What follows belongs to an exercise in optimizing a design on an open flow for small area; a production flow would make more cautious choices. In this exercise RTL edits were held to simulation tests only and were not proved equivalent to the original. Power and IR drop assume default switching activity.

== fjord ==
## tm1628_ctrl
module tm1628_ctrl (
    input  wire       clk,
    input  wire       rst,
    input  wire       req_valid,
    output wire       req_ready,
    input  wire [7:0] req_data,
    output wire       rsp_valid,
    input  wire       rsp_ready,
    output reg  [7:0] rsp_data,
    output wire       stb,
    output wire       sclk,
    output wire       dio_out,
    output wire       dio_oe,
    input  wire       dio_in
);
    localparam O_CHAR2SEG = 5'b00000, O_RENDER   = 5'b00001, O_DECODE   = 5'b00010,
               O_PUSHKEY  = 5'b00011, O_GETBRT   = 5'b00100, O_GETMODE  = 5'b00101,
               O_POPKEY   = 5'b00110, O_SHOWKEYS = 5'b00111,
               O_SENDCMD  = 5'b01000, O_SENDBYTE = 5'b01001, O_READBYTE = 5'b01010,
               O_SCANKEYS = 5'b01011, O_INITSEQ  = 5'b01100, O_SETBRT   = 5'b01101,
               O_SETMODE  = 5'b01110,
               O_WRREG    = 5'b10000, O_WRRAWB   = 5'b10001, O_WRRAW    = 5'b10011,
               O_WRGRID   = 5'b11000, O_SETTXT   = 5'b11001, O_CLRKEYS  = 5'b11010,
               O_UNKNOWN  = 5'b11111;
    localparam K_SB = 3'd0, K_RB = 3'd1, K_CMD = 3'd2, K_WR = 3'd3, K_SCAN = 3'd4;
    localparam M_TAG  = 3'd0, M_ARG  = 3'd1, M_LEN0 = 3'd2, M_LEN1 = 3'd3,
               M_STR  = 3'd4, M_EXEC = 3'd5, M_XFER = 3'd6, M_RSP  = 3'd7;
    function [7:0] char2seg(input [7:0] c);
        reg [7:0] u;
        begin
            u = (c >= 8'h61 && c <= 8'h7A) ? c - 8'h20 : c;
            case (u)
                "0": char2seg = 8'h3F;  "1": char2seg = 8'h06;
                "2": char2seg = 8'h5B;  "3": char2seg = 8'h4F;
                "4": char2seg = 8'h66;  "5": char2seg = 8'h6D;
                "6": char2seg = 8'h7D;  "7": char2seg = 8'h07;
                "8": char2seg = 8'h7F;  "9": char2seg = 8'h6F;
                "A": char2seg = 8'h77;  "B": char2seg = 8'h7C;
  ...
Size in the first run: about 1300 cells after synthesis, roughly 370 flip-flops, about 27 I/O pins, roughly 0.015 mm² of cells after synthesis.
clock: 10.0 ns
lec_check: 0
cap_margin: 20
core_margin: 2
core_utilization: 60
slew_margin: 20
standard.sh (not shown) runs the stock make flow with config.mk's settings and CLKGATE_MAP_FILE= SYNTH_SCRIPT=/design/flow/synth_recipe.tcl, a recipe that flattens the netlist after the stock synthesis.
==> flow/flow/run.sh <==
#!/bin/bash
# Standard layout, with these changes to how it is made: ABC maps the whole
# logic (adders included) with an area-oriented script, the port buffers are
# buf_1, and clock tree synthesis inserts no dummy loads.
set -euo pipefail
work=$(pwd)
rm -rf "$work/scripts"
cp -r "$FLOW_HOME/scripts" "$work/scripts"
cp "$work/flow/abc.script" "$work/scripts/abc_speed.script"
cts="-sink_clustering_enable -repair_clock_nets -sink_clustering_size 18 -sink_clustering_max_diameter 60 -buf_list sky130_fd_sc_hd__clkbuf_8 -dont_use_dummy_load"
bash "$work/standard.sh" "SCRIPTS_DIR=$work/scripts" "ADDER_MAP_FILE=" "CTS_ARGS=$cts" \
    "BUFFER_PORTS_ARGS=-inputs -outputs -buffer_cell sky130_fd_sc_hd__buf_1" finish > "$work/flow_make.log" 2>&1
==> flow/flow/abc.script <==
&get -n
&st
&dch -f
&nf -R 1000 -p -F 10 -A 6 -C 24
&put
mfs2
&get -n
&st
&dch -f
&nf -R 1000 -p -F 10 -A 6 -C 24
&put
mfs2
&get -n
&st
&dch -f
&nf -R 1000 -p -F 10 -A 6 -C 24
&put
mfs2
&get -n
&st
&dch -f
&nf -R 1000 -p -F 10 -A 6 -C 24
&put
topo
Input-level comparison between garnet and fjord:
- CORE_UTILIZATION changed from 60 to 40
==> notes.md <==
The non-clock buffer count in garnet was higher than what fjord gave.
Against fjord, garnet comes in 49% higher on die area.
The endpoint of the worst setup timing path comes out rsp_data[3] in one run and rsp_data[1] in the other, namely in fjord and garnet respectively.
Worst path setup slack after routing: garnet vs fjord up 0.083 ns
Compared garnet vs fjord, and core utilization is down in garnet.
garnet vs. fjord: wire length of the first global-routing pass grew by 2.2%; combined area of the multi-input logic cells held steady; cell area after layout grew by 1.3%; leakage power held steady.

* * *

tm1628_ctrl again, from the RTL that the note above started with.
## tm1628_ctrl
module tm1628_ctrl (
    input  wire       clk,
    input  wire       rst,
    input  wire       req_valid,
    output wire       req_ready,
    input  wire [7:0] req_data,
    output wire       rsp_valid,
    input  wire       rsp_ready,
    output reg  [7:0] rsp_data,
    output wire       stb,
    output wire       sclk,
    output wire       dio_out,
    output wire       dio_oe,
    input  wire       dio_in
);
==> flow/config.mk <==
export PLATFORM = sky130hd
export DESIGN_NAME = tm1628_ctrl
export DESIGN_NICKNAME = tm1628_ctrl
export VERILOG_FILES = /design/flow/design.v
export SDC_FILE = /design/flow/constraint.sdc
export NUM_CORES = 4
export LEC_CHECK = 0
export CAP_MARGIN = 20
export CORE_MARGIN = 2
export CORE_UTILIZATION = 40
export SLEW_MARGIN = 20
==> flow/constraint.sdc <==
create_clock -name core_clock -period 10.0 [get_ports {clk}]
set_input_delay 2.0000 -clock core_clock [delete_from_list [all_inputs] [get_ports {clk}]]
set_output_delay 2.0000 -clock core_clock [all_outputs]
set_load 0.01 [all_outputs]
==> flow/flow/run.sh <==
#!/bin/bash
# Standard layout, with these changes to how it is made: ABC maps the whole
# logic (adders included) with an area-oriented script, the port buffers are
# buf_1, and clock tree synthesis inserts no dummy loads.
set -euo pipefail
work=$(pwd)
rm -rf "$work/scripts"
cp -r "$FLOW_HOME/scripts" "$work/scripts"
cp "$work/flow/abc.script" "$work/scripts/abc_speed.script"
cts="-sink_clustering_enable -repair_clock_nets -sink_clustering_size 16 -sink_clustering_max_diameter 50 -buf_list sky130_fd_sc_hd__clkbuf_8 -dont_use_dummy_load"
bash "$work/standard.sh" "SCRIPTS_DIR=$work/scripts" "ADDER_MAP_FILE=" "CTS_ARGS=$cts" \
    "BUFFER_PORTS_ARGS=-inputs -outputs -buffer_cell sky130_fd_sc_hd__buf_1" finish > "$work/flow_make.log" 2>&1
Scripts as last shown in full above: flow/flow/abc.script
Next try:
--- a/flow/flow/run.sh
+++ b/flow/flow/run.sh
@@ -9,3 +9,3 @@
 cp "$work/flow/abc.script" "$work/scripts/abc_speed.script"
-cts="-sink_clustering_enable -repair_clock_nets -sink_clustering_size 16 -sink_clustering_max_diameter 50 -buf_list sky130_fd_sc_hd__clkbuf_8 -dont_use_dummy_load"
+cts="-sink_clustering_enable -repair_clock_nets -sink_clustering_size 16 -sink_clustering_max_diameter 40 -buf_list sky130_fd_sc_hd__clkbuf_8 -dont_use_dummy_load"
 bash "$work/standard.sh" "SCRIPTS_DIR=$work/scripts" "ADDER_MAP_FILE=" "CTS_ARGS=$cts" \
--- a/flow/config.mk
+++ b/flow/config.mk
@@ -9,3 +9,3 @@
 export CORE_MARGIN = 2
-export CORE_UTILIZATION = 40
+export CORE_UTILIZATION = 60
 export SLEW_MARGIN = 20
Power goes up by 1.5%.
Fmax goes down by 0.41%.
Die area goes down by 33%.
Clock-buffer cell count goes up by 6.
Core utilization goes up by 22 points.
Wire length goes down by 3.1%.
First-iteration DRC count goes up by 15%.
Next try:
--- a/flow/flow/run.sh
+++ b/flow/flow/run.sh
@@ -9,3 +9,3 @@
 cp "$work/flow/abc.script" "$work/scripts/abc_speed.script"
-cts="-sink_clustering_enable -repair_clock_nets -sink_clustering_size 16 -sink_clustering_max_diameter 40 -buf_list sky130_fd_sc_hd__clkbuf_8 -dont_use_dummy_load"
+cts="-sink_clustering_enable -repair_clock_nets -sink_clustering_size 18 -sink_clustering_max_diameter 60 -buf_list sky130_fd_sc_hd__clkbuf_8 -dont_use_dummy_load"
 bash "$work/standard.sh" "SCRIPTS_DIR=$work/scripts" "ADDER_MAP_FILE=" "CTS_ARGS=$cts" \
--- a/flow/config.mk
+++ b/flow/config.mk
@@ -7,5 +7,5 @@
 export LEC_CHECK = 0
-export CAP_MARGIN = 20
+export CAP_MARGIN = 5
 export CORE_MARGIN = 2
 export CORE_UTILIZATION = 60
-export SLEW_MARGIN = 20
+export SLEW_MARGIN = 5
- non-clock buffer count stays the same
- sequential cell count stays the same
- register-to-register slack gets better by 0.02 ns
- setup slack gets worse by 0.067 ns
- routed wire length fell by 0.66%
- power came out lower by 4.0%
- clock skew shrinks by 0.022 ns
- maximum frequency falls by 1.0%
Next try:
--- a/flow/flow/run.sh
+++ b/flow/flow/run.sh
@@ -9,3 +9,3 @@
 cp "$work/flow/abc.script" "$work/scripts/abc_speed.script"
-cts="-sink_clustering_enable -repair_clock_nets -sink_clustering_size 18 -sink_clustering_max_diameter 60 -buf_list sky130_fd_sc_hd__clkbuf_8 -dont_use_dummy_load"
+cts="-sink_clustering_enable -repair_clock_nets -sink_clustering_size 18 -sink_clustering_max_diameter 45 -buf_list {sky130_fd_sc_hd__clkbuf_8 sky130_fd_sc_hd__clkbuf_16} -dont_use_dummy_load"
 bash "$work/standard.sh" "SCRIPTS_DIR=$work/scripts" "ADDER_MAP_FILE=" "CTS_ARGS=$cts" \
==> flow/flow/abc.script (replaced) <==
&get -n
&st
&dch -f
&nf -R 1000 -p
&put
mfs2
&get -n
&st
&dch -f
&nf -R 1000 -p
&put
mfs2
&get -n
&st
&dch -f
&nf -R 1000 -p
&put
topo
--- a/flow/config.mk
+++ b/flow/config.mk
@@ -7,5 +7,6 @@
 export LEC_CHECK = 0
-export CAP_MARGIN = 5
+export CAP_MARGIN = 20
 export CORE_MARGIN = 2
 export CORE_UTILIZATION = 60
-export SLEW_MARGIN = 5
+export GPL_TIMING_DRIVEN = 0
+export SLEW_MARGIN = 20
Via count came out higher by 4.0%.
Count of clock-buffer cells in the layout came out higher by 8.
Power came out higher by 13%.
Worst setup slack is worse by 0.49 ns.
Routed wire length came out higher by 3.6%.
Synthesized area came out higher by 0.64%.

[separate check: timing with driven ports]
The results above use ideal ports. As a check the final layouts listed here were re-extracted and re-timed, cells and wires unchanged. Step 1: set_driving_cell puts a clkbuf_16 on clk and a buf_2 on each other input, an assumption about the parent block. Step 2 moves the port delays by t, midway between the first and last clock arrival at a register: inputs arrive t later, outputs are due t later. That takes back most of the time a late clock gives input paths. Slacks: no drivers / after step 1 / after step 2; pairs: no drivers / after step 1.
run	shift t [ns]	setup WS [ns]	worst hold slack (ns)	worst setup path at the end	clock arrival spread, ns
fjord	0.621	3.541 / 3.497 / 4.119	0.296 / 0.296 / 0.296	register to output	0.095 / 0.095
garnet	0.628	3.624 / 3.578 / 4.143	0.282 / 0.282 / 0.282	input to register	0.095 / 0.096
the first run of note 2	0.588	3.648 / 3.601 / 4.174	0.311 / 0.311 / 0.311	input to register	0.092 / 0.092
the second run of note 2	0.576	3.621 / 3.577 / 4.153	0.304 / 0.304 / 0.304	register to output	0.076 / 0.076
the third run of note 2	0.617	3.554 / 3.507 / 4.124	0.294 / 0.294 / 0.294	register to output	0.084 / 0.084
the fourth run of note 2	0.548	3.060 / 3.007 / 3.555	0.315 / 0.315 / 0.315	register to output	0.068 / 0.068
After both steps setup and hold are still met in every run listed.
